This is an optimization exercise on Yosys and OpenROAD, whose aim is small area, a short achievable clock period and few clock cycles per item, not a production implementation.
RTL that was checked went through simulation tests only; none was proved equivalent to the original.

==> inputs of build 79 <==
// amf_rx
module amf_rx (
    input  wire        clk,
    input  wire        rst,
    input  wire        in_valid,
    output wire        in_ready,
    input  wire [31:0] sample,
    output reg         frm_valid,
    output wire [63:0] frm_payload,
    output reg         frm_crc_ok
);
==> module mul03, before the edit <==
module mul03 (
    input  wire [25:0] mx2,
    input  wire [7:0]  er,
    output wire [7:0]  e,
    output wire [23:0] m
);
    wire [29:0] b9  = {4'd0, mx2} + {1'b0, mx2, 3'b000};
    wire [33:0] b153 = {4'd0, b9} + {b9, 4'd0};
    wire [49:0] q   = {16'd0, b153} + {8'd0, b153, 8'd0} + {b153, 16'd0} + {24'd0, mx2};
    wire [23:0] mt  = q[48:25];
    wire        g   = q[24];
    wire        st  = |mx2[22:0];                 
    wire        inc = g & (st | mt[0]);
    assign m = mt + {23'd0, inc};
    assign e = er;
endmodule
export LEC_CHECK = 0
export ABC_AREA = 1
export CAP_MARGIN = 20
export CORE_MARGIN = 2
export CORE_UTILIZATION = 40
export SLEW_MARGIN = 20
create_clock -name core_clock -period 35.0 [get_ports {clk}]
standard.sh (not shown) runs the stock make flow with config.mk's settings and CLKGATE_MAP_FILE= SYNTH_SCRIPT=/design/flow/synth_recipe.tcl, a recipe that flattens the netlist after the stock synthesis.
==> flow/flow/run.sh <==
#!/bin/bash
# The standard layout, with two changes to how it is made:
#  - Yosys's synth runs without its early ABC pass (SYNTH_ARGS=-noabc), so
#    that the full adders are found before the logic is remapped and do not
#    need inverters around them; the final ABC mapping is unchanged;
#  - repair_timing is asked for extra setup slack so that the gates on the
#    filter loop are sized for speed.
# The SDC (clock period, I/O delays) is the standard flow's own and is not touched.
set -euo pipefail
export SETUP_SLACK_MARGIN=26.3
export MAKEFLAGS="SYNTH_ARGS=-noabc"
bash standard.sh > standard.log 2>&1
==> trial 97 (differences from build 79) <==
--- a/flow/design.v
+++ b/flow/design.v
@@ -624,4 +624,5 @@
     wire        inc = g & (st | mt[0]);
-    assign m = mt + {23'd0, inc};
-    assign e = er;
+    wire [24:0] mr  = {1'b0, mt} + {24'd0, inc};
+    assign m = mr[24] ? 24'h800000 : mr[23:0];
+    assign e = mr[24] ? er + 8'd1 : er;
 endmodule
--- a/flow/flow/run.sh
+++ b/flow/flow/run.sh
@@ -9,3 +9,3 @@
 set -euo pipefail
-export SETUP_SLACK_MARGIN=26.3
+export SETUP_SLACK_MARGIN=26
 export MAKEFLAGS="SYNTH_ARGS=-noabc"
- CORE_UTILIZATION: 40 -> 30
==> comparison table <==
Final WS setup: build 79 26.37 ns; trial 97 26.11 ns
First-pass GRT wire length: build 79 172000 um; trial 97 173000 um
Adder and majority gate portion of the synthesized area: build 79 0.242; trial 97 0.239
Beginning of the critical path: build 79 frame[47]; trial 97 sample[23]
Final-layout clock-cell area share: build 79 0.0249; trial 97 0.0260
Final RePlAce weighted congestion: build 79 0.967; trial 97 0.978
Result of the run: build 79 no timing/DRC/antenna violations; trial 97 no timing/DRC/antenna violations
Startpoint type of the worst setup path: build 79 register; trial 97 input pin
Share of the yosys chip area belonging to registers: build 79 0.168; trial 97 0.166
Global routing usage on met3: build 79 0.0217; trial 97 0.0246
Clk Latency, worst-skew pair: build 79 0.58 ns; trial 97 0.61 ns
Vias after detailed routing: build 79 33883; trial 97 33469
Crit. End Element: build 79 output pin; trial 97 register
DP HPWL: build 79 87500 um; trial 97 89100 um
Testbench counts of build 79, summed over its fixed seeds: cycles 882,746, items 882,746.
Testbench counts of trial 97, summed over its fixed seeds: cycles 882,746, items 882,746.

==> inputs of sierra <==
amf_rx, a different RTL version from the one above (not shown whole).
export LEC_CHECK = 0
export ABC_AREA = 1
export CAP_MARGIN = 20
export CORE_MARGIN = 2
export CORE_UTILIZATION = 40
export SLEW_MARGIN = 20
create_clock -name core_clock -period 35.0 [get_ports {clk}]
==> flow/flow/run.sh <==
#!/bin/bash
# The standard layout, with repair_timing asked for extra setup slack so
# that the gates on the filter loop are sized for speed.  The SDC (clock
# period, I/O delays) is the standard flow's own and is not touched.
set -euo pipefail
export SETUP_SLACK_MARGIN=22
bash standard.sh > standard.log 2>&1
==> fjord (differences from sierra) <==
==> flow/run.sh (new file) <==
#!/bin/bash
# synth_recipe.tcl (not shown) runs the flow's synth.tcl, then flattens the netlist and writes it again
# the make line also repeats each setting of config.mk as NAME=value (left out here)
make -C /OpenROAD-flow-scripts/flow DESIGN_CONFIG=/design/flow/config.mk WORK_HOME=/design/flow/orfs CLKGATE_MAP_FILE= SYNTH_SCRIPT=/design/flow/synth_recipe.tcl finish
==> flow/config.mk (replaced) <==
export PLATFORM = sky130hd
export DESIGN_NAME = amf_rx
export DESIGN_NICKNAME = amf_rx
export VERILOG_FILES = /design/flow/design.v
export SDC_FILE = /design/flow/constraint.sdc
export NUM_CORES = 4
export LEC_CHECK = 0
export ABC_AREA = 1
export CAP_MARGIN = 70
export CORE_MARGIN = 2
export CORE_UTILIZATION = 40
export SLEW_MARGIN = 70
removed: flow/flow/run.sh
removed: flow/standard.sh
==> ember (differences from sierra) <==
--- a/flow/design.v
+++ b/flow/design.v
@@ -506,24 +506,24 @@
     wire [48:0] w;
     mul07_tree u_tree (.ms(ms), .sh(sh), .w(w));
     wire [24:0] mh  = sh ? w[47:23] : w[48:24];    
     wire [7:0]  eh  = big ? (p47 ? es : es - 8'd1) : 8'd1;
     wire        hge = eh >= te;
     wire [7:0]  dab = hge ? eh - te : te - eh;
     wire        far = dab > 8'd27;
     wire [27:0] lost_mask = ~(28'hFFFFFFF << dab[4:0]);
-    wire [24:0] xm  = hge ? mh : {1'b0, tm};
-    wire [24:0] zm  = hge ? {1'b0, tm} : mh;
-    wire [27:0] zx  = {zm, 3'b000};
-    wire [27:0] zs  = zx >> dab[4:0];
-    wire        zl  = far ? (|zm) : (|(zx & lost_mask));
-    wire [27:0] za  = far ? {27'd0, zl} : {zs[27:1], zs[0] | zl};
-    wire [27:0] oph = {xm, 3'b000};
-    wire [27:0] opt = za;
+    wire [27:0] hx  = {mh, 3'b000};
+    wire [27:0] hs  = hx >> dab[4:0];
+    wire        hl  = far ? (|mh) : (|(hx & lost_mask));
+    wire [27:0] oph = hge ? hx : (far ? {27'd0, hl} : {hs[27:1], hs[0] | hl});
+    wire [27:0] tx  = {1'b0, tm, 3'b000};
+    wire [27:0] ts  = tx >> dab[4:0];
+    wire        tl  = far ? (|tm) : (|(tx & lost_mask));
+    wire [27:0] opt = ~hge ? tx : (far ? {27'd0, tl} : {ts[27:1], ts[0] | tl});
     wire [7:0]  ex  = hge ? eh : te;
     wire [2:0]  low = oph[2:0] | opt[2:0];      
     wire [25:0] ya  = {1'b0, oph[27:3]} + {1'b0, opt[27:3]};
     wire [26:0] yc  = {1'b0, oph[27:3], 1'b1} + {1'b0, opt[27:3], 1'b1};
     wire [25:0] yb  = yc[26:1];                 
     wire        ovf = ya[24];
     wire        inc0 = low[2] & (low[1] | low[0] | ya[0]);
     wire        inc1 = ya[0] & ((|low) | ya[1]);
@@ -566,28 +566,31 @@
     output wire [63:0] frm_payload,
     output reg         frm_crc_ok
 );
     assign in_ready = 1'b1;
     reg        m_valid;
     reg [30:0] m_r;
     always @(posedge clk) begin
         m_valid <= in_valid & ~rst;
-        m_r     <= sample[30:0];
+        if (in_valid)
+            m_r <= sample[30:0];
     end
     reg        t_valid;
     reg [7:0]  t_e;
     reg [23:0] t_m;
     wire [7:0]  te_next;
     wire [23:0] tm_next;
     mul03 u_new (.x(m_r), .e(te_next), .m(tm_next));
     always @(posedge clk) begin
         t_valid <= m_valid & ~rst;
-        t_e     <= te_next;
-        t_m     <= tm_next;
+        if (m_valid) begin
+            t_e <= te_next;
+            t_m <= tm_next;
+        end
     end
     reg  [30:0] smoothed;
     reg  [4:0]  decim_count;
     reg         fwd_valid;
     wire [30:0] smoothed_next;
     filt_step u_filt (.s(smoothed), .te(t_e), .tm(t_m), .y(smoothed_next));
     always @(posedge clk) begin
         if (rst) begin
@@ -604,26 +607,26 @@
     end
     localparam [25:0] FLOOR = 26'hAAAAAB;       
     reg  [25:0] ook_max;
     reg         chip_valid;
     reg         chip;
     wire        take, chip_next;
     wire [25:0] c, k0;
     peak u_peak (.v(smoothed), .ook_max(ook_max), .c(c), .k0(k0), .take(take), .chip_next(chip_next));
-    always @(posedge clk)
-        chip <= chip_next;
     always @(posedge clk) begin
         if (rst) begin
             ook_max    <= FLOOR;
             chip_valid <= 1'b0;
         end else begin
             chip_valid <= fwd_valid;
-            if (fwd_valid)
+            if (fwd_valid) begin
                 ook_max <= take ? c : k0;
+                chip    <= chip_next;
+            end
         end
     end
     localparam [1:0] LOW_A = 2'd0, LOW_B = 2'd1, HIGH_A = 2'd2, HIGH_B = 2'd3;
     localparam [15:0] X48A = 16'h807B;    
     localparam [11:0] X48Q = 12'h913;     
     reg        last_chip;
     reg  [2:0] since_edge;
     reg  [1:0] phase;
@@ -672,20 +675,19 @@
             rem_q     <= 12'd0;
             frm_valid <= 1'b0;
         end else if (emit) begin
             frame     <= {frame[46:0], d};
             ones      <= frame[47] ? ones + {3'd0, ones != 4'd15} : 4'd0;
             rem_a     <= ra1;
             rem_q     <= rq1;
             frm_valid <= match;
+            frm_crc_ok <= crc_next;
         end
     end
-    always @(posedge clk)
-        frm_crc_ok <= crc_next;
     assign frm_payload = {16'hFFFE, frame};
 endmodule
 module peak (
     input  wire [30:0] v,
     input  wire [25:0] ook_max,
     output wire [25:0] c,
     output wire [25:0] k0,
     output wire        take,
==> flow/run.sh (new file) <==
#!/bin/bash
# synth_recipe.tcl (not shown) runs the flow's synth.tcl, then flattens the netlist and writes it again
# the make line also repeats each setting of config.mk as NAME=value (left out here)
make -C /OpenROAD-flow-scripts/flow DESIGN_CONFIG=/design/flow/config.mk WORK_HOME=/design/flow/orfs CLKGATE_MAP_FILE= SYNTH_SCRIPT=/design/flow/synth_recipe.tcl finish
==> flow/config.mk (replaced) <==
export PLATFORM = sky130hd
export DESIGN_NAME = amf_rx
export DESIGN_NICKNAME = amf_rx
export VERILOG_FILES = /design/flow/design.v
export SDC_FILE = /design/flow/constraint.sdc
export NUM_CORES = 4
export LEC_CHECK = 0
export ABC_AREA = 1
export CAP_MARGIN = 70
export CORE_MARGIN = 2
export CORE_UTILIZATION = 40
export SLEW_MARGIN = 70
removed: flow/flow/run.sh
removed: flow/standard.sh
==> comparison <==
- Die area: fjord is smaller than ember (about 5%).
- In ember the hold slack is higher than in fjord, by 0.062 ns.
- In flip-flop and latch count, fjord and ember do not differ.
- Clock skew: ember is lower than fjord (0.0015 ns).
==> figures <==
| quantity | sierra | ember | fjord |
|---|---|---|---|
| Iteration-0 DRC count of the detailed router | 2,953 | 3,480 | 3,138 |
| Number of multi-input logic gates | 4,291 | 4,498 | 4,291 |
| Via count of the first global-routing pass | 33,900 | 36,700 | 34,100 |
| Met2 usage in global routing | 41.7% | 42.3% | 41.5% |
| CP max stage delay | 0.54 ns | 0.53 ns | 0.51 ns |
| End of the worst register-to-register path | smoothed[30] | smoothed[30] | smoothed[29] |
| Number of fill cells | 9,721 | 10,200 | 9,665 |
| Met2 wirelength from detailed routing | 55,800 um | 58,600 um | 55,700 um |
| Detailed-route vias per instance | 5.31 | 5.35 | 5.31 |
| Fin crit period | 12.22 ns | 12.85 ns | 12.89 ns |
| Run status | no timing/DRC/antenna violations | no timing/DRC/antenna violations | no timing/DRC/antenna violations |
| Register area | 4370 sq um | 5040 sq um | 4390 sq um |
Testbench counts of ember, summed over its fixed seeds: cycles 882,746, items 882,746.
Only the layout flow was run in sierra and fjord; the RTL was not checked for function there.

==> afterwards: timing with drivers on the ports <==
The flow's constraints put no driver on any port. The routed layouts listed below were extracted and timed again, unchanged, in two steps.
Step 1 (the two cells are an assumption about what drives the block):
set clk [get_ports {clk}]
set_driving_cell -lib_cell sky130_fd_sc_hd__clkbuf_16 $clk
set_driving_cell -lib_cell sky130_fd_sc_hd__buf_2 [delete_from_list [all_inputs] $clk]
Step 2 also shifts input and output timing later by t, the mid clock arrival at the registers, as if the neighbouring blocks saw the same clock.
Three values: no drivers, after step 1, after step 2; two values: the first two.
| run | shift t [ns] | setup slack, ns | worst setup path after step 2 | worst data-port slew with drivers (ns) | cell pins on the clock port's net |
|---|---|---|---|---|---|
| build 79 | 0.622 | 26.372 / 26.312 / 25.789 | input to register | 0.07 | 1 |
| trial 97 | 0.659 | 26.108 / 26.138 / 25.479 | input to register | 0.08 | 1 |
| sierra | 0.645 | 22.783 / 22.783 / 22.783 | register to register | 0.05 | 1 |
| fjord | 0.652 | 22.110 / 22.110 / 22.110 | register to register | 0.05 | 1 |
| ember | 0.636 | 22.153 / 22.153 / 22.153 | register to register | 0.04 | 1 |
After both steps setup and hold are still met in every run listed. The setup slack of trial 97, which loses most, moves by +0.030 ns with the drivers and by -0.629 ns with both steps.
